From an optimization exercise on the open Yosys and OpenROAD flow, aimed at small area, a short achievable clock period and few clock cycles per item; shortcuts taken in it are not production practice.
At most, simulation tests tie the RTL to the original design; equivalence was not proved.
Function not checked in runs 7 and 8: the RTL went through the layout flow alone.
Power is estimated from default activity; no workload was simulated.

==> design/flow/config.mk <==
export PLATFORM = sky130hd
export DESIGN_NAME = ptc_builder
export DESIGN_NICKNAME = ptc_builder
export VERILOG_FILES = /design/flow/design.v
export SDC_FILE = /design/flow/constraint.sdc
export NUM_CORES = 4
export LEC_CHECK = 0
export CAP_MARGIN = 20
export CORE_MARGIN = 2
export CORE_UTILIZATION = 40
export PLACE_DENSITY = 0.6
export SLEW_MARGIN = 50
==> design/flow/constraint.sdc <==
create_clock -name core_clock -period 10.0 [get_ports {clk}]
set_input_delay 2.0000 -clock core_clock [delete_from_list [all_inputs] [get_ports {clk}]]
set_output_delay 2.0000 -clock core_clock [all_outputs]
set_load 0.01 [all_outputs]
==> design/flow/design.v <==
module ptc_builder (
    input  wire        clk,
    input  wire        rst,
    input  wire        start,
    output wire        start_ready,
    input  wire [7:0]  cfg_dtype,
    input  wire [31:0] cfg_total,
    input  wire [15:0] cfg_cyl,
    input  wire [7:0]  cfg_heads,
    input  wire [7:0]  cfg_sect,
    input  wire [7:0]  cfg_ilv,
    input  wire [31:0] cfg_nfull,
    output wire [7:0]  rsvd_addr,
    input  wire [7:0]  rsvd_data,
    output wire        out_valid,
    input  wire        out_ready,
    output wire [7:0]  out_data,
    output wire        res_valid,
    output wire        res_refused,
    output wire        res_warn
);
    reg        scan;         
    reg        srdy;         
    reg        pend;         
    reg        act;          
    reg        ov;           
    reg        lastb;        
    reg        rv;           
    reg        rref;         
    reg        rwarn;        
    reg  [7:0] od;           
    reg  [8:0] p;            
    reg [15:0] romx;         
    reg  [7:0] dtype;
    reg [23:0] total;
    reg [15:0] cyl;
    reg  [7:0] heads;
    reg  [7:0] sect;
    reg  [7:0] ilv;
    reg  [3:0] n4;           
    reg        nhi;          
    reg        nmid;         
    reg        wtop;         
    assign start_ready = srdy;
    assign out_valid   = ov;
    assign out_data    = od;
    assign res_valid   = rv;
    assign res_refused = rref;
    assign res_warn    = rwarn;
    wire [8:0] laddr = {p[1], p[8:2], p[0]};
    wire [7:0] off   = laddr[7:0];
    assign rsvd_addr = off;
    wire big  = nhi | nmid;                  
    wire nz   = big | (n4 != 4'd0);          
    wire warn = wtop | nhi | (total[15:0] != 16'd0) | (total[19:16] != n4);
    wire rsvd_off = (off == 8'h08) | (off == 8'h0F) | (off == 8'h10) | (off >= 8'h15);
    wire [3:0] nm1 = n4 - 4'd1;
    wire [7:0] kx0 = big ? 8'hA0
                   : {4'h5, n4[0] ? n4 : {~n4[2] & ~n4[1], ~n4[1], 2'b10}};
    wire [7:0] kx1 = big ? 8'hB9
                   : {1'b0, ~(n4 == 4'd1 || n4 == 4'd3), 2'b00, nm1 ^ 4'h6};
    wire [15:0] kx = {kx1, kx0};
    wire [7:0] cks0 = romx[7:0]  ^ kx[7:0]  ^ dtype ^ total[15:8] ^ cyl[15:8] ^ sect;
    wire [7:0] cks1 = romx[15:8] ^ kx[15:8] ^ total[7:0] ^ total[23:16] ^ cyl[7:0]
                    ^ heads ^ ilv;
    wire [3:0] ei = laddr[7:4];              
    wire [3:0] eb = laddr[3:0];              
    wire i_lt = big | (ei < n4);             
    wire i_eq = ~big & (ei == n4);           
    wire i_le = i_lt | i_eq;
    wire [3:0] eim1 = ei - 4'd1;
    wire [3:0] eip1 = ei + 4'd1;
    reg [7:0] hbyte, ebyte;
    always @(*) begin
        case (off)
            8'h00, 8'h01: hbyte = 8'hAE;
            8'h02:        hbyte = cks0;
            8'h03:        hbyte = cks1;
            8'h04:        hbyte = dtype;
            8'h05:        hbyte = total[7:0];
            8'h06:        hbyte = total[15:8];
            8'h07:        hbyte = total[23:16];
            8'h09:        hbyte = cyl[7:0];
            8'h0A:        hbyte = cyl[15:8];
            8'h0B:        hbyte = heads;
            8'h0C:        hbyte = sect;
            8'h0D:        hbyte = ilv;
            8'h11, 8'h12, 8'h13, 8'h14: hbyte = 8'hFF;
            default:      hbyte = 8'h00;
        endcase
        case (eb)
            4'd0: ebyte = !i_le ? 8'h00 : (ei == 4'd0) ? 8'h01 : (ei == 4'd1) ? 8'h00
                        : {4'hF, 4'd1 - ei};                
            4'd1: ebyte = (i_le && ei >= 4'd2) ? 8'hFF : 8'h00;
            4'd2: ebyte = !i_le ? {4'd0, n4} : (ei == 4'd0) ? 8'h00 : (ei == 4'd1) ? 8'h01
                        : {4'd0, eim1};
            4'd3: ebyte = i_lt ? 8'hFF : i_eq ? {4'd0, nm1} : 8'h00;
            4'd4: ebyte = i_lt ? 8'hFF : 8'h00;
            4'd5: ebyte = (ei < 4'd4 && (ei == 4'd0 || i_lt)) ? 8'h40 : 8'h00;
            4'd6: ebyte = 8'hC1;
            4'd7: ebyte = 8'hC5;
            4'd8: ebyte = (ei < 4'd9) ? {4'hB, eip1} : 8'hB1;
            4'd9: ebyte = (ei < 4'd9) ? 8'hA0 : {4'hB, ei - 4'd9};
            default: ebyte = 8'hA0;
        endcase
    end
    wire       use_rom = ~laddr[8] & rsvd_off;
    wire [7:0] lbyte   = laddr[8] ? ebyte : hbyte;
    wire [7:0] nbyte   = use_rom ? rsvd_data : lbyte;
    wire idle_out = ~act & ~ov;
    wire begin_b  = pend & nz & idle_out;    
    wire refuse   = pend & ~nz & idle_out;   
    wire load     = (act & (~ov | out_ready)) | begin_b;
    wire plast    = (p == 9'd511);
    wire take     = start & srdy;
    wire pend_n = take | (pend & ~begin_b & ~refuse);
    wire act_n  = load ? ~plast : act;
    always @(posedge clk) begin
        if (rst) begin
            scan  <= 1'b1;
            srdy  <= 1'b0;
            pend  <= 1'b0;
            act   <= 1'b0;
            ov    <= 1'b0;
            rv    <= 1'b0;
            p     <= 9'd0;
            romx  <= 16'd0;
        end else begin
            rv   <= (ov & out_ready & lastb) | refuse;
            pend <= pend_n;
            act  <= act_n;
            srdy <= ~scan & ~pend_n & ~act_n;
            if (scan) begin
                if (rsvd_off) begin
                    if (p[0]) romx[15:8] <= romx[15:8] ^ rsvd_data;
                    else      romx[7:0]  <= romx[7:0]  ^ rsvd_data;
                end
                p <= p + {7'd0, p[0], 1'b1};
                if (off == 8'hFF) scan <= 1'b0;
            end else if (load) begin
                p <= p + 9'd1;
            end
            if (load)
                ov <= 1'b1;
            else if (out_ready)
                ov <= 1'b0;
        end
    end
    always @(posedge clk) begin
        if (load) begin
            od    <= nbyte;
            lastb <= plast;
        end
        if (srdy) begin
            dtype <= cfg_dtype;
            total <= cfg_total[23:0];
            cyl   <= cfg_cyl;
            heads <= cfg_heads;
            sect  <= cfg_sect;
            ilv   <= cfg_ilv;
            n4    <= cfg_nfull[3:0];
            nhi   <= (cfg_nfull[31:16] != 16'd0);
            nmid  <= (cfg_nfull[15:4] != 12'd0);
            wtop  <= (cfg_total[31:20] != cfg_nfull[15:4]);
        end else if (!(pend && ov)) begin
            rref  <= ~nz;
            rwarn <= warn;
        end
    end
endmodule
==> design/flow/flow/run.sh <==
#!/bin/bash
# The standard layout (the standard.sh, unchanged synthesis and steps),
# with one change: the port buffers that global placement inserts on every
# input and output are sky130_fd_sc_hd__buf_1 cells instead of the cell
# buffer_ports picks by itself (clkdlybuf4s50_1, a slow delay buffer).
set -euo pipefail
bash standard.sh "BUFFER_PORTS_ARGS=-buffer_cell sky130_fd_sc_hd__buf_1" finish > make_finish.log 2>&1
==> design/flow/standard.sh <==
#!/bin/bash
# synth_recipe.tcl (not shown) runs the flow's synth.tcl, then flattens the netlist and writes it again
# the make line also repeats each setting of config.mk as NAME=value (left out here)
make -C /OpenROAD-flow-scripts/flow DESIGN_CONFIG=/design/flow/config.mk WORK_HOME=/design/flow/orfs CLKGATE_MAP_FILE= SYNTH_SCRIPT=/design/flow/synth_recipe.tcl "${@:-finish}"
==> results of run 1 <==
metal layers:
layer	GRT usage, %	wire (µm)	vias to the layer above
met5	0	0	-
met4	8.62	503	0
met3	5.09	1280	33
met2	35.9	9140	248
met1	28.7	8330	2576
li1	-	-	2635
cells in the final DEF (no fill, tap or decap), types with 15 or more instances in the layout:
master,Yosys,final
nand2_1,56,56
dfxtp_1,31,27
edfxtp_1,90,90
nor2_1,67,66
a21oi_1,33,32
xor2_1,39,39
xnor2_1,95,95
mux2i_1,24,24
clkbuf_16,0,17
nor3_1,16,15
a31oi_1,16,16
buf_1,1,144
nor4_1,18,18
ha_1,17,17
synth_stat cells, drive strengths merged (8+ instances only):
| cell type | instances |
|---|---|
| a21oi | 34 |
| clkbuf | 15 |
| buf | 21 |
| nand4 | 8 |
| edfxtp | 90 |
| nand2 | 56 |
| a31oi | 16 |
| nor4 | 18 |
| nand3 | 12 |
| xor2 | 39 |
| nor2 | 67 |
| inv | 14 |
| mux2i | 24 |
| ha | 17 |
| xnor2 | 95 |
| nor3 | 17 |
| o21ai | 14 |
| dfxtp | 31 |
power by group:
group          switching, mW  internal (mW)
sequential           0.00702          0.542
clock                  0.225          0.389
combinational         0.0650         0.0450
total                  0.297          0.976
sequential cells by signal, indices dropped and copies added, names as in the netlist, 4 cells and up:
| name | count |
|---|---|
| romx | 16 |
| ilv | 8 |
| sect | 8 |
| od | 8 |
| total | 24 |
| p | 9 |
| heads | 8 |
| cyl | 16 |
| n4 | 4 |
| dtype | 8 |
logic make-up after synthesis:
| logic type | share of synthesized area [%] |
|---|---|
| AND/OR/NAND/NOR | 14.2 |
| AO/OA/AOI/OAI | 10.3 |
| buffers and inverters | 3.47 |
| multiplexers | 3.48 |
| flip-flops | 48.2 |
| adder cells (fa/ha/maj) | 3.37 |
| XOR/XNOR | 17.0 |
path summary, 6_finish.rpt:
check	endpoint	startpoint	cells after the start	slack, ns
worst max register to register	od[3]	p[5]	8	6.86
worst min-delay path	rv	lastb	2	0.51
worst max-delay path	rsvd_addr[0]	p[0]	1	6.68
worst min register to register	rv	lastb	2	0.51
metrics by stage:
step / utilization (%) / hold WS, ns
detailed placement: 44.5 / 0.508
finish: 48.0 / 0.509
CTS: 48.0 / 0.514
global placement: 44.5 / 0.500
floorplan: - / 0.472
global route: 48.0 / 0.552
area by class of cell:
class	instances	area [µm²]
inverter	14	52.6
tap	225	282
clock inverter	13	153
multi-input combinational	491	3350
sequential	121	3330
clock buffer	19	433
timing repair buffer	150	586
fill	1623	8870
==> flow_summary.yaml, run 1 <==
outcome:
  status: "no timing/DRC/antenna violations"
clock_network:
  cts_setup_buffers: 0
  cts-root-buf: "clkbuf_16"
  cts_buffers: 17
  clockBufferDepth: 2
  cts-htree-levels: 4
  post_cts_resized: 0
  postCtsHoldBufs: 0
  cts_tree: "done"
  clk_latency_ns: 0.43
  cts.sinks: 121
  clk_pin_slew_ns: 0.05
logic_synthesis:
  synth_top_cell_area_share_pct: 39.2
  synth-edff-count: 90
  synth_warnings: 1
  synth_top_area_cell: "edfxtp_1"
  syn-cell-area_um2: 6900
  synth_seq_cells: 121
  syn_nets: 804
  synthArstFlopShare_pct: 0
  yosys_most_used_dff: "edfxtp_1"
  synthCells: 662
  synth.avg_cell_area_um2: 10.4
  ys_types: 59
  synthTopCellsByArea: "edfxtp_1 (39%), xnor2_1 (12%), dfxtp_1 (9.0%)"
  seq_area_frac_synth_pct: 48.2
die:
  die_h_um: 135
  num_rows: 48
  die_area_um2: 18300
  initial_utilization_pct: 40.4
  io-pin-count: 145
  die_w_um: 135
  core_area_um2: 17100
sta:
  hold_viol_final: 0
  worst_slack_ns: 6.68
  fin_setup_tns_ns: 0
  min_period_ns: 3.32
  worst_pin_slew_ns: 0.697
  max-slew-margin-rel_pct: 53.3
  slew_viol_final: 0
  fin_skew_ns: 0.00966
  setup_viol: 0
  max_freq_mhz: 301
  rsz0062_at_grt: "false"
  post-route-period-util_pct: 33.2
final_layout:
  antenna_cells: 0
  stdcell_area_um2: 8190
  final_cells: 1033
  drive_above_1_share_pct: 6.19
  fin_nets: 937
  syn2layout_area_growth_pct: 18.8
critical_path:
  cp_cell_sequence: "buf_1"
  worstPathRequired_ns: 8.00
  critPathSlowestCell: "dfxtp_4"
  path_buf_inv: 1
  cp_max_fo: 35
  cpLargestDelayFamily: "flip-flops"
  worst_setup_path_start_kind: "flip-flop"
  slowest_delay_ns: 0.70
  path_class: "flip-flop to output pin"
  cp.arrival_ns: 1.32
  end_kind: "output pin"
power:
  peakVddDrop_mv: 0.113
  finalPower_mw: 1.27
  p_leak_nw: 2.72
  p_per_area_nw_per_um2: 155
placed_design:
  dp_slack_ns: 6.35
  postPlaceCellArea_um2: 7600
  gp_congestion: 0.957
  placed_cells: 1001
  dpl.hpwl_um: 14100
  portBuffers: 144
global_routing:
  antenna_found_initial: 0
  grt_max_degree: 55
  grt_overflow: 0
  grt_usage_pct: 22.1
  grt_pass1_vias: 5445
  grt_pass1_wl_um: 30300
routing:
  num_vias: 5492
  drc: 0
  viasPerCell: 5.32
  drt-total-wl_um: 19300
  drt_pass1_iterations: 5
  drt_iter0_markers: 421
  wl_per_cell_um: 18.6
  drtAntennaViolNets: 0
flow_run:
  drv_cap: 0
hold_path:
  min_path_type: "flip-flop to flip-flop"
Testbench counts, summed over its fixed seeds: cycles 100,560, builds 192.
==> inputs of run 2 (changes only) <==
--- a/design/flow/config.mk
+++ b/design/flow/config.mk
@@ -9,4 +9,4 @@
 export CORE_MARGIN = 2
 export CORE_UTILIZATION = 40
 export PLACE_DENSITY = 0.6
-export SLEW_MARGIN = 50
+export SLEW_MARGIN = 75
==> flow_summary.yaml, run 2 <==
routing:
  viasPerCell: 5.35
  drt-total-wl_um: 19300
  drc: 0
  drt_iter0_markers: 487
  drtAntennaViolNets: 0
  num_vias: 5617
  wl_per_cell_um: 18.4
  drt_pass1_iterations: 5
critical_path:
  end_kind: "output pin"
  cp.arrival_ns: 1.31
  cp_max_fo: 15
  path_class: "flip-flop to output pin"
  worstPathRequired_ns: 8.00
  r2r_cells: 12
  worst_setup_path_start_kind: "flip-flop"
clock_network:
  postCtsHoldBufs: 0
  cts-htree-levels: 4
  cts_tree: "done"
  cts-root-buf: "clkbuf_16"
  clockBufferDepth: 2
  cts_buffers: 17
  clk_latency_ns: 0.43
  post_cts_resized: 0
  clk_pin_slew_ns: 0.06
  cts_setup_buffers: 0
  cts.sinks: 121
final_layout:
  most-common-layout-cells: "buf_1 (146), xnor2_1 (95), edfxtp_1 (90)"
  largest_reg_flops: 24
  final_common_cell: "buf_1"
  syn2layout_area_growth_pct: 23.6
  regMostFlops: "total"
  fin_util_pct: 50.0
  antenna_cells: 0
  fin_nets: 953
  drive_above_1_share_pct: 11.5
  top_regs: "total: 24 flops, cyl: 16 flops, romx: 16 flops"
sta:
  slew_viol_final: 0
  worst_slack_ns: 6.69
  max_freq_mhz: 302
  hold_viol_final: 0
  rsz0062_at_grt: "false"
  fin_setup_tns_ns: 0
  setup_viol: 0
  post-route-period-util_pct: 33.1
  max-slew-margin-rel_pct: 75.7
  worst_pin_slew_ns: 0.361
  min_period_ns: 3.31
  fin_skew_ns: 0.0151
global_routing:
  grt_pass1_wl_um: 30000
  grt_usage_pct: 21.8
  antenna_found_initial: 0
  grt_max_degree: 35
  grt_pass1_vias: 5441
  grt_overflow: 0
placed_design:
  dp_slack_ns: 6.63
  gp_congestion: 0.957
  portBuffers: 144
  dpl.hpwl_um: 14500
logic_synthesis:
  ys_types: 59
  synthCells: 662
  syn-cell-area_um2: 6900
  synth_warnings: 1
  synth_top_cell_area_share_pct: 39.2
  synthArstFlopShare_pct: 0
  yosysMostFrequentCell: "xnor2_1"
  seq_area_frac_synth_pct: 48.2
  syn_nets: 804
  synth_seq_cells: 121
  synth-edff-count: 90
  yosys_most_used_dff: "edfxtp_1"
  synth_top_area_cell: "edfxtp_1"
  synthTopCellsByArea: "edfxtp_1 (39%), xnor2_1 (12%), dfxtp_1 (9.0%)"
  ys_top_cells_by_count: "xnor2_1 (95), edfxtp_1 (90), nor2_1 (67)"
  synth.avg_cell_area_um2: 10.4
power:
  p_leak_nw: 2.85
  internal_power_uw: 983
  peakVddDrop_mv: 0.107
  p_sw_share_pct: 23.8
  power_frac_seq_pct: 42.3
  power_frac_comb_pct: 9.3
  p_per_area_nw_per_um2: 151
  pwr-share-clk_pct: 48.4
  power.switching_uw: 307
flow_run:
  drv_cap: 0
outcome:
  status: "no timing/DRC/antenna violations"
die:
  initial_utilization_pct: 40.4
  die_area_um2: 18300
  die_w_um: 135
  num_rows: 48
  die_h_um: 135
  io-pin-count: 145
  core_area_um2: 17100
hold_path:
  min_path_type: "flip-flop to flip-flop"
  hold_path_depth: 2
-- run 2: kinds of logic after synthesis --
logic type | synth area share, %
XOR/XNOR | 17.0
flip-flops | 48.2
AND/OR/NAND/NOR | 14.2
buffers and inverters | 3.47
multiplexers | 3.48
AO/OA/AOI/OAI | 10.3
adder cells (fa/ha/maj) | 3.37
-- run 2: power groups by stage --
stage / Sequential [mW] / Combinational [mW] / Clock, mW
CTS: 0.546 / 0.116 / 0.636
finish: 0.546 / 0.120 / 0.624
floorplan: 0.555 / 0.0686 / 0
global placement: 0.560 / 0.107 / 0
global route: 0.546 / 0.130 / 0.661
detailed placement: 0.557 / 0.115 / 0
-- run 2: layer usage --
layer / GRT usage, % / part of all wire [%] / routed length, µm
met1: 28.8 / 43 / 8300
met2: 35.5 / 48 / 9280
met3: 4.98 / 7.5 / 1450
met4: 7.47 / 1.5 / 289
met5: 0 / 0 / 0
-- run 2: cell type report --
cell class | instances | area [µm²]
Timing Repair Buffer | 166 | 742
Tap cell | 225 | 282
Sequential cell | 121 | 3340
Clock buffer | 17 | 425
Clock inverter | 15 | 175
Multi-Input combinational cell | 491 | 3510
Fill cell | 1585 | 8530
Inverter | 14 | 52.6
-- run 2: final timing paths --
path / start / end / slack (ns)
worst max-delay path: srdy / start_ready / 6.69
worst min-delay path: lastb / rv / 0.50
worst max register to register: p[5] / od[1] / 7.00
worst min register to register: lastb / rv / 0.50
-- run 2: per-stage QoR --
stage / hold slack (ns) / power, mW / instance area, µm² / cells
after floorplan: 0.472 / 0.623 / 6900 / 662
after global placement: 0.500 / 0.666 / 7580 / 1001
after detailed placement: 0.498 / 0.672 / 7840 / 1014
after CTS: 0.506 / 1.30 / 8440 / 1046
after global routing: 0.543 / 1.34 / 8530 / 1049
final: 0.502 / 1.29 / 8530 / 1049
-- run 2: worst max-delay path, stage by stage (launching register included) --
cell,delay (ns)
dfxtp_4,0.48
buf_8,0.22
buf_1,0.17
==> inputs of run 3 (changes only) <==
--- a/design/flow/config.mk
+++ b/design/flow/config.mk
@@ -9,4 +9,4 @@
 export CORE_MARGIN = 2
 export CORE_UTILIZATION = 40
 export PLACE_DENSITY = 0.6
-export SLEW_MARGIN = 75
+export SLEW_MARGIN = 65
==> flow_summary.yaml, run 3 <==
final_layout:
  fill_cells: 1624
  multi_input_area_um2: 3400
  final_common_cell: "buf_1"
  most-common-layout-cells: "buf_1 (144), xnor2_1 (95), edfxtp_1 (90)"
  regMostFlops: "total"
  antenna_cells: 0
  syn2layout_area_growth_pct: 19.1
  largest_reg_flops: 24
  fin_nets: 941
  seq_area_um2: 3340
  fin_util_pct: 48.2
  drive_above_1_share_pct: 6.78
  top_regs: "total: 24 flops, cyl: 16 flops, romx: 16 flops"
placed_design:
  portBuffers: 144
  gp_congestion: 0.957
  dpl.hpwl_um: 14200
critical_path:
  path_buf_inv: 1
  end_kind: "output pin"
  cp.arrival_ns: 1.27
  slowest_delay_ns: 0.62
  cp_max_fo: 29
  cpLargestDelayFamily: "flip-flops"
  critPathSlowestCell: "dfxtp_4"
  worst_setup_path_start_kind: "flip-flop"
  cp_cell_sequence: "buf_1"
  path_class: "flip-flop to output pin"
  worstPathRequired_ns: 8.00
clock_network:
  cts-htree-levels: 4
  cts.sinks: 121
  clockBufferDepth: 2
  cts_buffers: 17
  cts-root-buf: "clkbuf_16"
  clk_pin_slew_ns: 0.05
  post_cts_resized: 0
  cts_setup_buffers: 0
  postCtsHoldBufs: 0
  cts_tree: "done"
  clk_latency_ns: 0.42
global_routing:
  grt_max_degree: 55
  grtUsageMet1_pct: 28.6
  grt_usage_pct: 22.1
  grt_use_met2_pct: 35.8
  busiest_layer: "met2"
  grt_overflow: 0
  grt_pass1_wl_um: 30200
  antenna_found_initial: 0
  use_met3_pct: 4.68
  grt_pass1_vias: 5532
sta:
  min_period_ns: 3.27
  max_freq_mhz: 306
  hold_viol_final: 0
  setup_viol: 0
  post-route-period-util_pct: 32.7
  worst_pin_slew_ns: 0.505
  rsz0062_at_grt: "false"
  fin_skew_ns: 0.00846
  max-slew-margin-rel_pct: 66.3
  slew_viol_final: 0
  fin_setup_tns_ns: 0
power:
  power_frac_seq_pct: 45.2
  internal_power_uw: 923
  peakVddDrop_mv: 0.118
  p_sw_share_pct: 23.7
  pwr-share-clk_pct: 45.3
  power_frac_comb_pct: 9.5
  p_per_area_nw_per_um2: 147
  power.switching_uw: 287
  p_leak_nw: 2.71
logic_synthesis:
  ys_top_cells_by_count: "xnor2_1 (95), edfxtp_1 (90), nor2_1 (67)"
  synthTopCellsByArea: "edfxtp_1 (39%), xnor2_1 (12%), dfxtp_1 (9.0%)"
  synth.avg_cell_area_um2: 10.4
  yosys_most_used_dff: "edfxtp_1"
  yosysMostFrequentCell: "xnor2_1"
  ys_types: 59
  synth-edff-count: 90
  synth_top_cell_area_share_pct: 39.2
  seq_area_frac_synth_pct: 48.2
  synthCells: 662
  syn-cell-area_um2: 6900
  synth_top_area_cell: "edfxtp_1"
  syn_nets: 804
  synth_warnings: 1
  synth_seq_cells: 121
  synthArstFlopShare_pct: 0
routing:
  drt-total-wl_um: 19300
  num_vias: 5537
  drt_iter0_markers: 468
  drt_pass1_iterations: 5
  viasPerCell: 5.34
  wl_per_cell_um: 18.7
  drc: 0
  drtAntennaViolNets: 0
outcome:
  status: "no timing/DRC/antenna violations"
die:
  core_area_um2: 17100
  num_rows: 48
  initial_utilization_pct: 40.4
  die_h_um: 135
  die_area_um2: 18300
  die_w_um: 135
  io-pin-count: 145
flow_run:
  drv_cap: 0
hold_path:
  min_path_type: "flip-flop to flip-flop"
-- run 3: cell types whose count changed in the layout (fill, tap and decap cells not counted), moves of 3 or more --
| cell | change |
|---|---|
| buf_2 | -4 |
| clkinv_1 | +5 |
| a2111oi_0 | +3 |
| buf_8 | -3 |
| clkbuf_1 | +4 |
| a2111oi_2 | -4 |
-- run 3: worst paths after layout --
| path | start | to | cells past startpoint | slack [ns] |
|---|---|---|---|---|
| setup / recovery | srdy | start_ready | 1 | 6.73 |
| hold / removal | lastb | rv | 2 | 0.50 |
| setup reg to reg | p[5] | od[6] | 9 | 6.93 |
| hold reg to reg | lastb | rv | 2 | 0.50 |
-- run 3: logic make-up after synthesis --
kind of cell | after synthesis | synth area share (%)
simple gates | 207 | 14.2
xor+xnor | 134 | 17.0
flops | 121 | 48.2
compound gates | 108 | 10.3
buf+inv | 50 | 3.47
mux | 24 | 3.48
fa+ha+maj | 18 | 3.37
-- run 3: metrics by stage --
stage	power [mW]	cell area, µm²	setup WS (ns)	cells	hold WS (ns)
after floorplan	0.623	6900	5.91	662	0.472
after global placement	0.666	7580	6.43	1001	0.500
after detailed placement	0.668	7650	6.58	1003	0.497
after CTS	1.22	8170	6.71	1034	0.509
after global routing	1.25	8220	6.67	1036	0.561
final	1.21	8220	6.73	1036	0.503
-- run 3: power by group through the flow --
stage / Clock (mW) / Sequential, mW / Combinational, mW
after detailed placement: 0 / 0.557 / 0.111
after global placement: 0 / 0.560 / 0.107
final: 0.548 / 0.547 / 0.115
after floorplan: 0 / 0.555 / 0.0686
after global routing: 0.582 / 0.547 / 0.124
after CTS: 0.559 / 0.547 / 0.112
-- run 3: layer usage --
metal / share of wire, % / vias to the layer above
met5: 0 / -
met4: 3.2 / 0
met3: 6.8 / 37
met2: 47 / 242
met1: 43 / 2614
li1: - / 2644
-- run 3: cell type report --
cell class | count | share of cell area, %
Multi-Input combinational cell | 491 | 41.4
Inverter | 14 | 0.640
Sequential cell | 121 | 40.6
Tap cell | 225 | 3.43
Clock buffer | 20 | 5.32
Timing Repair Buffer | 154 | 7.58
Clock inverter | 11 | 1.01
==> inputs of run 4 (changes only) <==
--- a/design/flow/config.mk
+++ b/design/flow/config.mk
@@ -5,7 +5,7 @@
 export SDC_FILE = /design/flow/constraint.sdc
 export NUM_CORES = 4
 export LEC_CHECK = 0
-export CAP_MARGIN = 20
+export CAP_MARGIN = 50
 export CORE_MARGIN = 2
 export CORE_UTILIZATION = 40
 export PLACE_DENSITY = 0.6
==> flow_summary.yaml, run 4 <==
final_layout:
  syn2layout_area_growth_pct: 19.1
  final_common_cell: "buf_1"
  antenna_cells: 0
  largest_reg_flops: 24
  drive_above_1_share_pct: 6.78
  final_cells: 1036
  most-common-layout-cells: "buf_1 (144), xnor2_1 (95), edfxtp_1 (90)"
  regMostFlops: "total"
  fin_nets: 941
  top_regs: "total: 24 flops, cyl: 16 flops, romx: 16 flops"
power:
  pwr-share-clk_pct: 45.3
  power_frac_comb_pct: 9.5
  internal_power_uw: 923
  p_per_area_nw_per_um2: 147
  power_frac_seq_pct: 45.2
  peakVddDrop_mv: 0.118
  power.switching_uw: 287
  p_sw_share_pct: 23.7
  p_leak_nw: 2.71
logic_synthesis:
  syn_nets: 804
  synth_top_cell_area_share_pct: 39.2
  yosys_most_used_dff: "edfxtp_1"
  synth.avg_cell_area_um2: 10.4
  syn-cell-area_um2: 6900
  synth_top_area_cell: "edfxtp_1"
  synthTopCellsByArea: "edfxtp_1 (39%), xnor2_1 (12%), dfxtp_1 (9.0%)"
  synth_seq_cells: 121
  synthCells: 662
  synth_warnings: 1
  ys_top_cells_by_count: "xnor2_1 (95), edfxtp_1 (90), nor2_1 (67)"
  synth-edff-count: 90
  yosysMostFrequentCell: "xnor2_1"
  synthArstFlopShare_pct: 0
  seq_area_frac_synth_pct: 48.2
  ys_types: 59
clock_network:
  cts.sinks: 121
  cts_buffers: 17
  cts-htree-levels: 4
  clk_pin_slew_ns: 0.05
  cts_setup_buffers: 0
  cts_tree: "done"
  clockBufferDepth: 2
  clk_latency_ns: 0.42
  post_cts_resized: 0
  postCtsHoldBufs: 0
  cts-root-buf: "clkbuf_16"
global_routing:
  grt_usage_pct: 22.1
  antenna_found_initial: 0
  grt_pass1_vias: 5532
  grt_pass1_wl_um: 30200
  grt_overflow: 0
  grt_max_degree: 55
sta:
  min_period_ns: 3.27
  rsz0062_at_grt: "false"
  hold_viol_final: 0
  worst_slack_ns: 6.73
  fin_setup_tns_ns: 0
  fin_skew_ns: 0.00846
  worst_pin_slew_ns: 0.505
  slew_viol_final: 0
  setup_viol: 0
  post-route-period-util_pct: 32.7
  max-slew-margin-rel_pct: 66.3
  max_freq_mhz: 306
routing:
  wl_met3_um: 1320
  drt-total-wl_um: 19300
  viasPerCell: 5.34
  num_vias: 5537
  m1WireLength_um: 8300
  wl_met2_um: 9090
  dr.max_layer_used: "met4"
  drtAntennaViolNets: 0
  wl_per_cell_um: 18.7
  drt_pass1_iterations: 5
  drc: 0
  drt_iter0_markers: 468
die:
  die_w_um: 135
  io-pin-count: 145
  core_area_um2: 17100
  initial_utilization_pct: 40.4
  num_rows: 48
  die_area_um2: 18300
  die_h_um: 135
critical_path:
  r2r_cells: 9
  cpLargestDelayFamily: "flip-flops"
  end_kind: "output pin"
  cp.arrival_ns: 1.27
  worstPathRequired_ns: 8.00
  path_buf_inv: 1
  slowest_delay_ns: 0.62
  worst_setup_path_start_kind: "flip-flop"
  worst-r2r-setup-slack_ns: 6.93
  r2r_start: "p[5]"
  cp_max_fo: 29
  critPathSlowestCell: "dfxtp_4"
  path_class: "flip-flop to output pin"
  cp_cell_sequence: "buf_1"
  crit_cells: 1
  r2r-end: "od[6]"
placed_design:
  placed_cells: 1003
  dp_slack_ns: 6.58
  gp_congestion: 0.957
  portBuffers: 144
  dpl.hpwl_um: 14200
hold_path:
  hold_path_depth: 2
  min_path_type: "flip-flop to flip-flop"
  holdCritStartpoint: "lastb"
  hold_end: "rv"
outcome:
  status: "no timing/DRC/antenna violations"
flow_run:
  drv_cap: 0
[run 4: cell counts after synthesis]
No cell type changed its count.
[run 4: worst min-delay path, cell delays in order, from the launching register on]
cell	delay (ns)
edfxtp_1	0.32
a31oi_1	0.07
nor2_1	0.08
[run 4: metal layers]
metal	global-route usage, %	vias to the layer above
li1	-	2644
met1	28.6	2614
met3	4.68	37
met5	0	-
met2	35.8	242
met4	9.61	0
[run 4: metrics by stage]
step / cell area [µm²] / util, % / power [mW] / hold slack, ns
6_report: 8220 / 48.2 / 1.21 / 0.503
5_1_grt: 8220 / 48.2 / 1.25 / 0.561
4_1_cts: 8170 / 47.9 / 1.22 / 0.509
3_5_place_dp: 7650 / 44.8 / 0.668 / 0.497
3_3_place_gp: 7580 / 44.5 / 0.666 / 0.500
2_1_floorplan: 6900 / - / 0.623 / 0.472
[run 4: kinds of logic (layout without fill, tap and decap cells)]
logic type / count (synthesis) / count (layout) / share of synthesized area [%]
XOR/XNOR: 134 / 134 / 17.0
multiplexers: 24 / 24 / 3.48
flip-flops: 121 / 121 / 48.2
adder cells (fa/ha/maj): 18 / 18 / 3.37
AND/OR/NAND/NOR: 207 / 207 / 14.2
buffers and inverters: 50 / 199 / 3.47
AO/OA/AOI/OAI: 108 / 108 / 10.3
[run 4: area by class of cell]
| class | count | area, µm² |
|---|---|---|
| Fill cell | 1624 | 8840 |
| Timing Repair Buffer | 154 | 623 |
| Inverter | 14 | 52.6 |
| Multi-Input combinational cell | 491 | 3400 |
| Clock inverter | 11 | 82.6 |
| Clock buffer | 20 | 437 |
| Sequential cell | 121 | 3340 |
| Tap cell | 225 | 282 |
[run 4: power by group through the flow]
stage          Combinational (mW)  Sequential (mW)  Clock, mW
2_1_floorplan              0.0686            0.555          0
6_report                    0.115            0.547      0.548
3_5_place_dp                0.111            0.557          0
3_3_place_gp                0.107            0.560          0
4_1_cts                     0.112            0.547      0.559
5_1_grt                     0.124            0.547      0.582
[run 4: how the worst max path moves through the flow]
stage / startpoint / to
after global placement: out_ready / p[6]
after global routing: srdy / start_ready
after detailed placement: out_ready / p[6]
final: srdy / start_ready
after CTS: srdy / start_ready
after floorplan: srdy / start_ready
==> inputs of run 5 (changes only) <==
--- a/design/flow/config.mk
+++ b/design/flow/config.mk
@@ -5,8 +5,9 @@
 export SDC_FILE = /design/flow/constraint.sdc
 export NUM_CORES = 4
 export LEC_CHECK = 0
-export CAP_MARGIN = 50
+export CAP_MARGIN = 20
 export CORE_MARGIN = 2
 export CORE_UTILIZATION = 40
+export CTS_BUF_LIST = sky130_fd_sc_hd__clkbuf_4
 export PLACE_DENSITY = 0.6
 export SLEW_MARGIN = 65
==> flow_summary.yaml, run 5 <==
critical_path:
  slowest_delay_ns: 0.64
  critPathSlowestCell: "dfxtp_4"
  r2r_cells: 9
  cpLargestDelayFamily: "flip-flops"
  r2r-end: "od[6]"
  worstPathRequired_ns: 8.00
  worst-r2r-setup-slack_ns: 6.88
  cp_max_fo: 29
  path_class: "flip-flop to output pin"
  cp.arrival_ns: 1.40
  cp_cell_sequence: "buf_1"
  worst_setup_path_start_kind: "flip-flop"
  r2r_start: "p[5]"
  end_kind: "output pin"
  path_buf_inv: 1
global_routing:
  grt_max_degree: 55
  grt_pass1_vias: 5452
  grt_usage_pct: 21.7
  antenna_found_initial: 1
  grt_overflow: 0
  grt_pass1_wl_um: 29700
die:
  core_area_um2: 17100
  io-pin-count: 145
  die_w_um: 135
  die_area_um2: 18300
  num_rows: 48
  die_h_um: 135
  initial_utilization_pct: 40.4
logic_synthesis:
  synth-edff-count: 90
  syn-cell-area_um2: 6900
  seq_area_frac_synth_pct: 48.2
  ys_types: 59
  synthArstFlopShare_pct: 0
  syn_nets: 804
  synthCells: 662
  synth_seq_cells: 121
  yosysMostFrequentCell: "xnor2_1"
  synth.avg_cell_area_um2: 10.4
  synth_top_area_cell: "edfxtp_1"
  synthTopCellsByArea: "edfxtp_1 (39%), xnor2_1 (12%), dfxtp_1 (9.0%)"
  ys_top_cells_by_count: "xnor2_1 (95), edfxtp_1 (90), nor2_1 (67)"
  synth_top_cell_area_share_pct: 39.2
  yosys_most_used_dff: "edfxtp_1"
  synth_warnings: 1
final_layout:
  fill_cells: 1671
  final_common_cell: "buf_1"
  most-common-layout-cells: "buf_1 (144), xnor2_1 (95), edfxtp_1 (90)"
  largest_reg_flops: 24
  drive_above_1_share_pct: 7.15
  top_regs: "total: 24 flops, cyl: 16 flops, romx: 16 flops"
  syn2layout_area_growth_pct: 15.0
  regMostFlops: "total"
  fin_nets: 941
clock_network:
  cts_tree: "done"
  post_cts_resized: 0
  cts_setup_buffers: 0
  cts.sinks: 121
  cts-htree-levels: 4
  clockBufferDepth: 2
  postCtsHoldBufs: 0
  clk_pin_slew_ns: 0.10
  cts-root-buf: "clkbuf_4"
  clk_latency_ns: 0.55
  cts_buffers: 17
placed_design:
  dpl.hpwl_um: 14200
  dp_slack_ns: 6.58
  gp_congestion: 0.957
  portBuffers: 144
power:
  peakVddDrop_mv: 0.0582
  finalPower_uw: 970
  p_per_area_nw_per_um2: 122
  p_leak_nw: 2.59
routing:
  drc: 0
  wl_per_cell_um: 18.5
  drt_pass1_iterations: 7
  drt-total-wl_um: 19200
  wl_met3_um: 1400
  viasPerCell: 5.34
  drtAntennaViolNets: 0
  num_vias: 5535
  m1WireLength_um: 8260
  wl_met2_um: 9070
  drt_iter0_markers: 468
  dr.max_layer_used: "met4"
flow_run:
  drv_cap: 0
sta:
  fin_skew_ns: 0.0210
  min_period_ns: 3.40
  fin_setup_tns_ns: 0
  max_freq_mhz: 294
  fin_hold_ws_ns: 0.517
  max-slew-margin-rel_pct: 67.2
  post-route-period-util_pct: 34.0
  slew_viol_final: 0
  rsz0062_at_grt: "false"
  hold_viol_final: 0
  worst_pin_slew_ns: 0.480
  worst_slack_ns: 6.60
  setup_viol: 0
hold_path:
  holdCritStartpoint: "lastb"
  hold_path_depth: 2
  min_path_type: "flip-flop to flip-flop"
  hold_end: "rv"
outcome:
  status: "no timing/DRC/antenna violations"
## run 5: cell counts after synthesis
No cell type changed its count.
## run 5: cells by family (layout without fill, tap and decap cells)
logic type | count (synthesis) | count (layout) | share of synthesized area (%)
other | 0 | 1 | 0
flip-flops | 121 | 121 | 48.2
buffers and inverters | 50 | 199 | 3.47
XOR/XNOR | 134 | 134 | 17.0
AND/OR/NAND/NOR | 207 | 207 | 14.2
multiplexers | 24 | 24 | 3.48
AO/OA/AOI/OAI | 108 | 108 | 10.3
adder cells (fa/ha/maj) | 18 | 18 | 3.37
## run 5: power breakdown
part | leakage, nW | total [mW] | switching, mW | internal, mW
registers | 1.07 | 0.546 | 0.00482 | 0.541
logic | 1.39 | 0.114 | 0.0675 | 0.0467
clock network | 0.126 | 0.310 | 0.185 | 0.125
total | 2.59 | 0.970 | 0.258 | 0.713
## run 5: how the worst max path moves through the flow
stage,from,depth (start not counted),endpoint
floorplan,srdy,0,start_ready
global placement,out_ready,8,p[6]
detailed placement,out_ready,8,p[6]
CTS,srdy,1,start_ready
global route,srdy,1,start_ready
finish,srdy,1,start_ready
## run 5: per-layer routing
metal  vias up  global-route usage [%]
met4         0                    8.45
met3        28                    5.24
met1      2610                    28.3
li1       2636                       -
met5         -                       0
met2       261                    35.2
## run 5: area by class of cell
cell class / instances / area, µm² / area share, %
multi-input cells: 491 / 3400 / 42.9
flip-flops and latches: 121 / 3340 / 42.1
clock buffers: 20 / 150 / 1.89
clock inverters: 11 / 82.6 / 1.04
well taps: 225 / 282 / 3.55
inverters: 14 / 52.6 / 0.663
repair buffers: 154 / 623 / 7.86
diodes: 1 / 2.50 / 0.0316
## run 5: stage by stage
| step | utilization [%] | cell area, µm² | std cells |
|---|---|---|---|
| 6_report | 46.5 | 7930 | 1037 |
| 5_1_grt | 46.5 | 7930 | 1037 |
| 4_1_cts | 46.2 | 7880 | 1034 |
| 3_5_place_dp | 44.8 | 7650 | 1003 |
| 3_3_place_gp | 44.5 | 7580 | 1001 |
| 2_1_floorplan | - | 6900 | 662 |
==> inputs of run 6 (changes only) <==
--- a/design/flow/config.mk
+++ b/design/flow/config.mk
@@ -7,7 +7,6 @@
 export LEC_CHECK = 0
 export CAP_MARGIN = 20
 export CORE_MARGIN = 2
-export CORE_UTILIZATION = 40
-export CTS_BUF_LIST = sky130_fd_sc_hd__clkbuf_4
-export PLACE_DENSITY = 0.6
+export CORE_UTILIZATION = 65
+export PLACE_DENSITY = 0.8
 export SLEW_MARGIN = 65
==> flow_summary.yaml, run 6 <==
outcome:
  status: "no timing/DRC/antenna violations"
final_layout:
  regMostFlops: "total"
  largest_reg_flops: 24
  final_common_cell: "buf_1"
  antenna_cells: 0
  most-common-layout-cells: "buf_1 (144), xnor2_1 (95), edfxtp_1 (90)"
  multi_input_area_um2: 3390
  top_regs: "total: 24 flops, cyl: 16 flops, romx: 16 flops"
  fin_nets: 939
  fill_cells: 662
  seq_area_um2: 3330
  drive_above_1_share_pct: 7.65
  syn2layout_area_growth_pct: 17.7
clock_network:
  cts.sinks: 121
  cts_tree: "done"
  cts-root-buf: "clkbuf_8"
  clk_latency_ns: 0.55
  cts_setup_buffers: 0
  clk_pin_slew_ns: 0.06
  cts-htree-levels: 4
  postCtsHoldBufs: 0
  clockBufferDepth: 2
  cts_buffers: 17
  post_cts_resized: 0
logic_synthesis:
  synthTopCellsByArea: "edfxtp_1 (39%), xnor2_1 (12%), dfxtp_1 (9.0%)"
  ys_top_cells_by_count: "xnor2_1 (95), edfxtp_1 (90), nor2_1 (67)"
  synth-edff-count: 90
  yosysMostFrequentCell: "xnor2_1"
  synth_top_cell_area_share_pct: 39.2
  synthCells: 662
  synthArstFlopShare_pct: 0
  syn_nets: 804
  synth_warnings: 1
  ys_types: 59
  yosys_most_used_dff: "edfxtp_1"
  synth_seq_cells: 121
  synth_top_area_cell: "edfxtp_1"
  synth.avg_cell_area_um2: 10.4
  seq_area_frac_synth_pct: 48.2
  syn-cell-area_um2: 6900
placed_design:
  portBuffers: 144
  gp_congestion: 1.02
  dpl.hpwl_um: 13400
global_routing:
  grt_pass1_wl_um: 29600
  grt_pass1_vias: 5679
  grt_max_degree: 36
  grt_usage_pct: 35.0
  antenna_found_initial: 0
  grt_overflow: 0
power:
  pwr-share-clk_pct: 46.0
  power_frac_seq_pct: 44.7
  power_frac_comb_pct: 9.3
  p_sw_share_pct: 24.9
  peakVddDrop_mv: 0.150
  internal_power_uw: 918
  p_leak_nw: 2.71
  p_per_area_nw_per_um2: 151
  power.switching_uw: 305
routing:
  drt_iter0_markers: 564
  drc: 0
  drtAntennaViolNets: 0
  drt-total-wl_um: 19400
  drt_pass1_iterations: 5
  viasPerCell: 6.15
  num_vias: 5817
  wl_per_cell_um: 20.5
critical_path:
  end_kind: "output pin"
  cp_max_fo: 30
  worst_setup_path_start_kind: "flip-flop"
  path_class: "flip-flop to output pin"
  worstPathRequired_ns: 8.00
  cp.arrival_ns: 1.49
die:
  num_rows: 37
  core_area_um2: 10300
  die_area_um2: 11500
  die_h_um: 107
  io-pin-count: 145
  die_w_um: 107
  initial_utilization_pct: 66.8
sta:
  fin_setup_tns_ns: 0
  fin_skew_ns: 0.0100
  hold_viol_final: 0
  rsz0062_at_grt: "false"
  max-slew-margin-rel_pct: 64.3
  min_period_ns: 3.49
  max_freq_mhz: 287
  slew_viol_final: 0
  worst_pin_slew_ns: 0.535
  post-route-period-util_pct: 34.9
  fin_hold_ws_ns: 0.541
  setup_viol: 0
hold_path:
  min_path_type: "flip-flop to flip-flop"
flow_run:
  drv_cap: 0
-- run 6: cell count changes in the layout (fill, tap and decap cells not counted), sizes merged --
cell      before  now
clkinv         8    6
buf          153  151
clkinvlp       2    4
inv           14   17
diode          1    0
clkbuf        21   19
-- run 6: power by group through the flow --
| stage | Sequential (mW) | Clock (mW) | Combinational [mW] |
|---|---|---|---|
| 6_report | 0.546 | 0.563 | 0.113 |
| 4_1_cts | 0.546 | 0.566 | 0.108 |
| 3_5_place_dp | 0.557 | 0 | 0.106 |
| 3_3_place_gp | 0.557 | 0 | 0.104 |
| 2_1_floorplan | 0.555 | 0 | 0.0686 |
| 5_1_grt | 0.546 | 0.587 | 0.123 |
-- run 6: worst paths after layout --
path / depth (start not counted) / startpoint / to / slack, ns
hold reg to reg: 2 / romx[1] / romx[1] / 0.54
setup reg to reg: 9 / p[5] / od[6] / 6.98
setup / recovery: 2 / srdy / start_ready / 6.51
hold / removal: 2 / romx[1] / romx[1] / 0.54
-- run 6: worst max-delay path, cell delays in order, from the launching register on --
cell and delay (ns):
dfxtp_4 0.52, buf_16 0.23, buf_1 0.17
-- run 6: final cells by class --
type | count | area share, %
clock inverters | 14 | 1.51
clock buffers | 18 | 5.15
inverters | 14 | 0.648
repair buffers | 152 | 7.71
flip-flops and latches | 121 | 41.1
well taps | 136 | 2.10
multi-input cells | 491 | 41.8
-- run 6: cell families after synthesis --
logic type / count (synthesis) / synth area share, %
xor gates and xnor gates: 134 / 17.0
AOI/OAI and AO/OA: 108 / 10.3
adders and majority gates: 18 / 3.37
buffers and inverters: 50 / 3.47
muxes: 24 / 3.48
DFF: 121 / 48.2
and+or+nand+nor: 207 / 14.2
-- run 6: layer usage --
| layer | track usage, % | up-vias | part of all wire, % |
|---|---|---|---|
| met5 | 0 | - | 0 |
| met2 | 56.7 | 381 | 48 |
| li1 | - | 2643 | - |
| met1 | 43.7 | 2727 | 39 |
| met4 | 19.4 | 0 | 4.3 |
| met3 | 7.48 | 66 | 9.0 |
-- run 6: metrics by stage --
step	power (mW)	setup slack, ns	instance area, µm²	std cells	util, %
after global routing	1.26	6.46	8120	946	78.6
after floorplan	0.623	5.91	6900	662	-
after detailed placement	0.662	6.54	7520	913	72.9
final	1.22	6.51	8120	946	78.6
after CTS	1.22	6.50	8060	945	78.1
after global placement	0.660	6.41	7460	911	72.3
==> inputs of run 7 (changes only) <==
--- a/design/flow/design.v
+++ b/design/flow/design.v
@@ -24,7 +24,6 @@
     reg        pend;         
     reg        act;          
     reg        ov;           
-    reg        lastb;        
     reg        rv;           
     reg        rref;         
     reg        rwarn;        
@@ -113,6 +112,7 @@
     wire load     = (act & (~ov | out_ready)) | begin_b;
     wire plast    = (p == 9'd511);
     wire take     = start & srdy;
+    wire cfg_en   = ~scan & ~pend & ~act;
     wire pend_n = take | (pend & ~begin_b & ~refuse);
     wire act_n  = load ? ~plast : act;
     always @(posedge clk) begin
@@ -126,7 +126,7 @@
             p     <= 9'd0;
             romx  <= 16'd0;
         end else begin
-            rv   <= (ov & out_ready & lastb) | refuse;
+            rv   <= (ov & ~act & out_ready) | refuse;    
             pend <= pend_n;
             act  <= act_n;
             srdy <= ~scan & ~pend_n & ~act_n;
@@ -147,11 +147,9 @@
         end
     end
     always @(posedge clk) begin
-        if (load) begin
-            od    <= nbyte;
-            lastb <= plast;
-        end
-        if (srdy) begin
+        if (load)
+            od <= nbyte;
+        if (cfg_en) begin
             dtype <= cfg_dtype;
             total <= cfg_total[23:0];
             cyl   <= cfg_cyl;
--- a/design/flow/config.mk
+++ b/design/flow/config.mk
@@ -7,6 +7,6 @@
 export LEC_CHECK = 0
 export CAP_MARGIN = 20
 export CORE_MARGIN = 2
-export CORE_UTILIZATION = 65
-export PLACE_DENSITY = 0.8
+export CORE_UTILIZATION = 40
+export PLACE_DENSITY = 0.6
 export SLEW_MARGIN = 65
==> flow_summary.yaml, run 7 <==
die:
  die_area_um2: 18900
  io-pin-count: 145
  core_area_um2: 17400
  num_rows: 48
  die_w_um: 137
  die_h_um: 137
  initial_utilization_pct: 41.1
power:
  p_leak_nw: 2.81
  peakVddDrop_mv: 0.116
  p_per_area_nw_per_um2: 150
clock_network:
  post_cts_resized: 0
  cts.sinks: 120
  cts-htree-levels: 4
  clockBufferDepth: 2
  cts_tree: "done"
  cts_setup_buffers: 0
  postCtsHoldBufs: 0
  cts-root-buf: "clkbuf_16"
  clk_pin_slew_ns: 0.05
  cts_buffers: 17
  clk_latency_ns: 0.43
sta:
  max-slew-margin-rel_pct: 66.2
  fin_setup_tns_ns: 0
  worst_slack_ns: 6.75
  rsz0062_at_grt: "false"
  slew_viol_final: 0
  setup_viol: 0
  min_period_ns: 3.25
  post-route-period-util_pct: 32.5
  fin_skew_ns: 0.0196
  fin_hold_ws_ns: 0.489
  worst_pin_slew_ns: 0.508
  max_freq_mhz: 307
  hold_viol_final: 0
logic_synthesis:
  synth_warnings: 1
  ys_top_cells_by_count: "edfxtp_1 (89), xnor2_1 (86), nand2_1 (47)"
  synthArstFlopShare_pct: 0
  yosys_most_used_dff: "edfxtp_1"
  syn_nets: 794
  synthTopCellsByArea: "edfxtp_1 (38%), xnor2_1 (11%), dfxtp_1 (8.7%)"
  synth_seq_cells: 120
  ys_types: 79
  synthCells: 652
  seq_area_frac_synth_pct: 46.2
  synth_top_cell_area_share_pct: 37.5
  synth.avg_cell_area_um2: 10.9
  synth_top_area_cell: "edfxtp_1"
  synth-edff-count: 89
  syn-cell-area_um2: 7130
  yosysMostFrequentCell: "edfxtp_1"
final_layout:
  drive_above_1_share_pct: 10.5
  syn2layout_area_growth_pct: 20.0
  top_regs: "total: 24 flops, cyl: 16 flops, romx: 16 flops"
  final_cells: 1033
  fin_nets: 937
  final_common_cell: "buf_1"
  regMostFlops: "total"
  largest_reg_flops: 24
  antenna_cells: 0
  fill_cells: 1641
  most-common-layout-cells: "buf_1 (144), edfxtp_1 (89), xnor2_1 (86)"
  stdcell_area_um2: 8550
outcome:
  status: "no timing/DRC/antenna violations"
global_routing:
  grt_overflow: 0
  grt_pass1_vias: 5916
  grt_usage_pct: 23.9
  grt_max_degree: 51
  grt_pass1_wl_um: 33500
  antenna_found_initial: 0
routing:
  num_vias: 5844
  drtAntennaViolNets: 0
  drc: 0
  wl_per_cell_um: 21.0
  drt_pass1_iterations: 5
  drt-total-wl_um: 21700
  drt_iter0_markers: 580
  viasPerCell: 5.66
hold_path:
  min_path_type: "flip-flop to flip-flop"
placed_design:
  dp_slack_ns: 6.73
  gp_congestion: 0.933
  placed_cells: 1001
  portBuffers: 144
  postPlaceCellArea_um2: 7960
  dpl.hpwl_um: 16200
critical_path:
  worst_setup_path_start_kind: "flip-flop"
  cp.arrival_ns: 1.25
  cp_max_fo: 39
  end_kind: "output pin"
  path_class: "flip-flop to output pin"
  worst-r2r-setup-slack_ns: 6.96
  worstPathRequired_ns: 8.00
flow_run:
  drv_cap: 0
## run 7: where the power goes
part	total [mW]	switching [mW]	internal (mW)	leakage [nW]
Sequential	0.543	0.00465	0.538	1.06
Combinational	0.133	0.0820	0.0513	1.48
Clock	0.607	0.238	0.369	0.271
Total	1.28	0.325	0.959	2.81
## run 7: layout make-up
cell class,instances,area [µm²],share of cell area [%]
Timing Repair Buffer,159,668,7.81
Multi-Input combinational cell,479,3660,42.8
Tap cell,225,282,3.29
Clock inverter,13,148,1.73
Sequential cell,120,3300,38.6
Inverter,18,67.6,0.790
Clock buffer,19,433,5.06
## run 7: metrics by stage
step	util (%)	power, mW
4_1_cts	49.2	1.29
3_3_place_gp	44.9	0.681
2_1_floorplan	-	0.633
3_5_place_dp	45.8	0.684
5_1_grt	49.3	1.33
6_report	49.3	1.28
## run 7: routing by layer
metal / part of all wire (%) / GRT usage [%]
met5: 0 / 0
met4: 2.7 / 8.36
met3: 6.9 / 5.33
met2: 49 / 39.7
met1: 41 / 30.7
## run 7: logic make-up after synthesis
logic type               count (synthesis)  share of synthesized area [%]
AO/OA/AOI/OAI                          131                           14.3
XOR/XNOR                               128                           16.7
adder cells (fa/ha/maj)                 18                           3.27
buffers and inverters                   53                           3.74
flip-flops                             120                           46.2
multiplexers                            12                           1.70
AND/OR/NAND/NOR                        190                           14.1
## run 7: critical path, cell delays in order (launching register included)
cell	delay [ns]
dfxtp_1	0.32
buf_6	0.32
buf_1	0.19
## run 7: final timing paths
| path | from | endpoint | depth (start not counted) |
|---|---|---|---|
| setup / recovery | p[2] | rsvd_addr[1] | 2 |
| hold / removal | srdy | pend | 2 |
| setup reg to reg | n4[1] | od[7] | 8 |
| hold reg to reg | srdy | pend | 2 |
==> inputs of run 8 (changes only) <==
--- a/design/flow/design.v
+++ b/design/flow/design.v
@@ -21,6 +21,7 @@
 );
     reg        scan;         
     reg        srdy;         
+    reg  [7:0] ra;           
     reg        pend;         
     reg        act;          
     reg        ov;           
@@ -48,7 +49,7 @@
     assign res_warn    = rwarn;
     wire [8:0] laddr = {p[1], p[8:2], p[0]};
     wire [7:0] off   = laddr[7:0];
-    assign rsvd_addr = off;
+    assign rsvd_addr = ra;
     wire big  = nhi | nmid;                  
     wire nz   = big | (n4 != 4'd0);          
     wire warn = wtop | nhi | (total[15:0] != 16'd0) | (total[19:16] != n4);
@@ -119,6 +120,7 @@
         if (rst) begin
             scan  <= 1'b1;
             srdy  <= 1'b0;
+            ra    <= 8'd0;
             pend  <= 1'b0;
             act   <= 1'b0;
             ov    <= 1'b0;
@@ -136,9 +138,11 @@
                     else      romx[7:0]  <= romx[7:0]  ^ rsvd_data;
                 end
                 p <= p + {7'd0, p[0], 1'b1};
+                ra <= ra + 8'd1;
                 if (off == 8'hFF) scan <= 1'b0;
             end else if (load) begin
                 p <= p + 9'd1;
+                ra <= {ra[7:1] + {6'd0, ra[0] & p[1]}, ~ra[0]};
             end
             if (load)
                 ov <= 1'b1;
==> flow_summary.yaml, run 8 <==
outcome:
  status: "no timing/DRC/antenna violations"
sta:
  post-route-period-util_pct: 31.6
  max-slew-margin-rel_pct: 66.0
  min_period_ns: 3.16
  setup_viol: 0
  max_freq_mhz: 316
  fin_skew_ns: 0.00874
  fin_setup_tns_ns: 0
  rsz0062_at_grt: "false"
  fin_hold_ws_ns: 0.489
  slew_viol_final: 0
  hold_viol_final: 0
  worst_pin_slew_ns: 0.510
final_layout:
  largest_reg_flops: 24
  syn2layout_area_growth_pct: 20.7
  most-common-layout-cells: "buf_1 (145), xnor2_1 (93), edfxtp_1 (89)"
  antenna_cells: 0
  final_common_cell: "buf_1"
  drive_above_1_share_pct: 9.23
  top_regs: "total: 24 flops, cyl: 16 flops, romx: 16 flops"
  regMostFlops: "total"
  fin_nets: 966
global_routing:
  grt_usage_pct: 21.4
  grt_pass1_wl_um: 31700
  grt_max_degree: 53
  grt_pass1_vias: 5768
  grt_overflow: 0
  antenna_found_initial: 0
logic_synthesis:
  synth-edff-count: 89
  seq_area_frac_synth_pct: 47.9
  synth_seq_cells: 128
  synthArstFlopShare_pct: 0
  synthCells: 668
  synth_warnings: 1
  synth_top_cell_area_share_pct: 37.0
  yosys_most_used_dff: "edfxtp_1"
  synthTopCellsByArea: "edfxtp_1 (37%), xnor2_1 (11%), dfxtp_1 (11%)"
  ys_types: 64
  synth_top_area_cell: "edfxtp_1"
  ys_top_cells_by_count: "xnor2_1 (93), edfxtp_1 (89), nand2_1 (60)"
  syn_nets: 813
  synth.avg_cell_area_um2: 10.8
  syn-cell-area_um2: 7210
  yosysMostFrequentCell: "xnor2_1"
clock_network:
  clockBufferDepth: 2
  clk_pin_slew_ns: 0.06
  cts_tree: "done"
  post_cts_resized: 0
  clk_latency_ns: 0.43
  postCtsHoldBufs: 0
  cts-root-buf: "clkbuf_16"
  cts_buffers: 17
  cts.sinks: 128
  cts-htree-levels: 4
  cts_setup_buffers: 0
hold_path:
  min_path_type: "flip-flop to flip-flop"
critical_path:
  slowest_delay_ns: 0.63
  crit_top_cell: "a221oi_1"
  worstPathRequired_ns: 10.14
  critPathSlowestCell: "dfxtp_1"
  cp_cell_sequence: "inv_1 > ha_1 > or3b_2 > nor4_4 > buf_2 > buf_4 > a221oi_1 > nand3_1 > a221oi_1 > o221ai_2"
  path_class: "flip-flop to flip-flop"
  cp_max_fo: 9
  cp.arrival_ns: 3.30
  end_kind: "flip-flop"
  worst_setup_path_start_kind: "flip-flop"
placed_design:
  gp_congestion: 0.954
  portBuffers: 144
  dpl.hpwl_um: 15300
die:
  core_area_um2: 17800
  die_area_um2: 19100
  io-pin-count: 145
  die_h_um: 138
  die_w_um: 138
  initial_utilization_pct: 40.4
  num_rows: 49
routing:
  num_vias: 5771
  drtAntennaViolNets: 0
  drc: 0
  drt_iter0_markers: 451
  wl_per_cell_um: 19.1
  drt-total-wl_um: 20300
  viasPerCell: 5.43
  drt_pass1_iterations: 6
power:
  p_per_area_nw_per_um2: 150
  power_frac_seq_pct: 44.1
  peakVddDrop_mv: 0.123
  p_sw_share_pct: 24.5
  internal_power_uw: 986
  p_leak_nw: 2.92
  power.switching_uw: 321
  power_frac_comb_pct: 8.7
  pwr-share-clk_pct: 47.1
flow_run:
  drv_cap: 0
## run 8: cell types whose count changed after synthesis, moves of 5 or more
cell	delta
mux2i_1	-7
nor2_1	+10
buf_4	-11
dfxtp_1	+8
a21oi_1	+8
nand2_1	+13
nor2b_1	-7
xnor3_1	-5
xnor2_1	+7
mux4_2	+5
xor2_1	+8
a221oi_1	+10
## run 8: metal layers
metal | global-route usage [%] | share of wire [%] | wire [µm] | vias to the layer above
met4 | 8.06 | 2.6 | 522 | 0
met5 | 0 | 0 | 0 | -
met2 | 35.1 | 48 | 9760 | 238
met1 | 28.2 | 43 | 8720 | 2739
li1 | - | - | - | 2759
met3 | 4.23 | 6.5 | 1330 | 35
## run 8: critical path: cells and delay by family (launching register included)
family                   cells  cell delay (ns)
flip-flops                   1             0.63
adder cells (fa/ha/maj)      1             0.30
AND/OR/NAND/NOR              3             0.61
AO/OA/AOI/OAI                3             0.74
buffers and inverters        3             0.58
## run 8: through the flow
stage	instances	cell area [µm²]	util (%)	setup WS, ns	total power, mW
3_3_place_gp	1023	7980	44.7	6.57	0.697
4_1_cts	1061	8680	48.7	6.79	1.32
5_1_grt	1063	8710	48.8	6.72	1.35
6_report	1063	8710	48.8	6.84	1.31
2_1_floorplan	668	7210	-	3.24	0.652
3_5_place_dp	1029	8100	45.4	6.66	0.700
## run 8: power groups by stage
| stage | clock network (mW) | logic, mW | registers [mW] |
|---|---|---|---|
| 5_1_grt | 0.651 | 0.124 | 0.577 |
| 3_5_place_dp | 0 | 0.112 | 0.588 |
| 4_1_cts | 0.630 | 0.113 | 0.577 |
| 3_3_place_gp | 0 | 0.110 | 0.588 |
| 6_report | 0.616 | 0.114 | 0.577 |
| 2_1_floorplan | 0 | 0.0678 | 0.585 |
## run 8: final cells by class
| cell class | count | area, µm² |
|---|---|---|
| flip-flops and latches | 128 | 3460 |
| well taps | 229 | 287 |
| clock inverters | 15 | 160 |
| multi-input cells | 497 | 3660 |
| clock buffers | 17 | 425 |
| inverters | 17 | 63.8 |
| repair buffers | 160 | 651 |
| fillers | 1659 | 9130 |
## run 8: cells by family after synthesis
| logic type | after synthesis | synth area share (%) |
|---|---|---|
| xor+xnor | 138 | 16.8 |
| simple gates | 210 | 14.9 |
| flops | 128 | 47.9 |
| fa+ha+maj | 21 | 3.75 |
| mux | 9 | 2.12 |
| buf+inv | 43 | 2.65 |
| compound gates | 119 | 12.0 |
## run 8: final timing paths
path | slack, ns | startpoint | cells past startpoint | endpoint
max reg2reg | 6.84 | p[6] | 10 | od[2]
min | 0.49 | srdy | 2 | pend
min reg2reg | 0.49 | srdy | 2 | pend
max | 6.84 | p[6] | 10 | od[2]

==> what the ideal ports hide <==
In the flow no input, the clock included, has a driving cell. The finished layouts below were timed again as built, in two steps. Step 1 assumes that a clkbuf_16 drives the clock port and a buf_2 every other input. Step 2 times the ports against the registers' clock, not the clock port: input delays grow and output delays shrink by t, the midpoint of the rising clock arrivals with the driver on. Slacks: ideal ports / drivers / drivers and shift; pairs: ideal ports / drivers.
| run | t, ns | setup WS [ns] | pins driven straight from the clock port |
|---|---|---|---|
| run 1 | 0.463 | 6.679 / 6.638 / 6.331 | 1 |
| run 2 | 0.459 | 6.687 / 6.646 / 6.628 | 1 |
| run 3 | 0.462 | 6.731 / 6.689 / 6.546 | 1 |
| run 4 | 0.462 | 6.731 / 6.689 / 6.546 | 1 |
| run 5 | 0.584 | 6.597 / 6.558 / 6.578 | 1 |
| run 6 | 0.575 | 6.511 / 6.476 / 6.483 | 1 |
| run 7 | 0.462 | 6.746 / 6.706 / 6.719 | 1 |
| run 8 | 0.459 | 6.838 / 6.838 / 6.630 | 1 |
After both steps setup and hold are still met in every run listed. The setup slack of run 1, which loses most, moves by -0.041 ns with the drivers and by -0.348 ns with both steps.
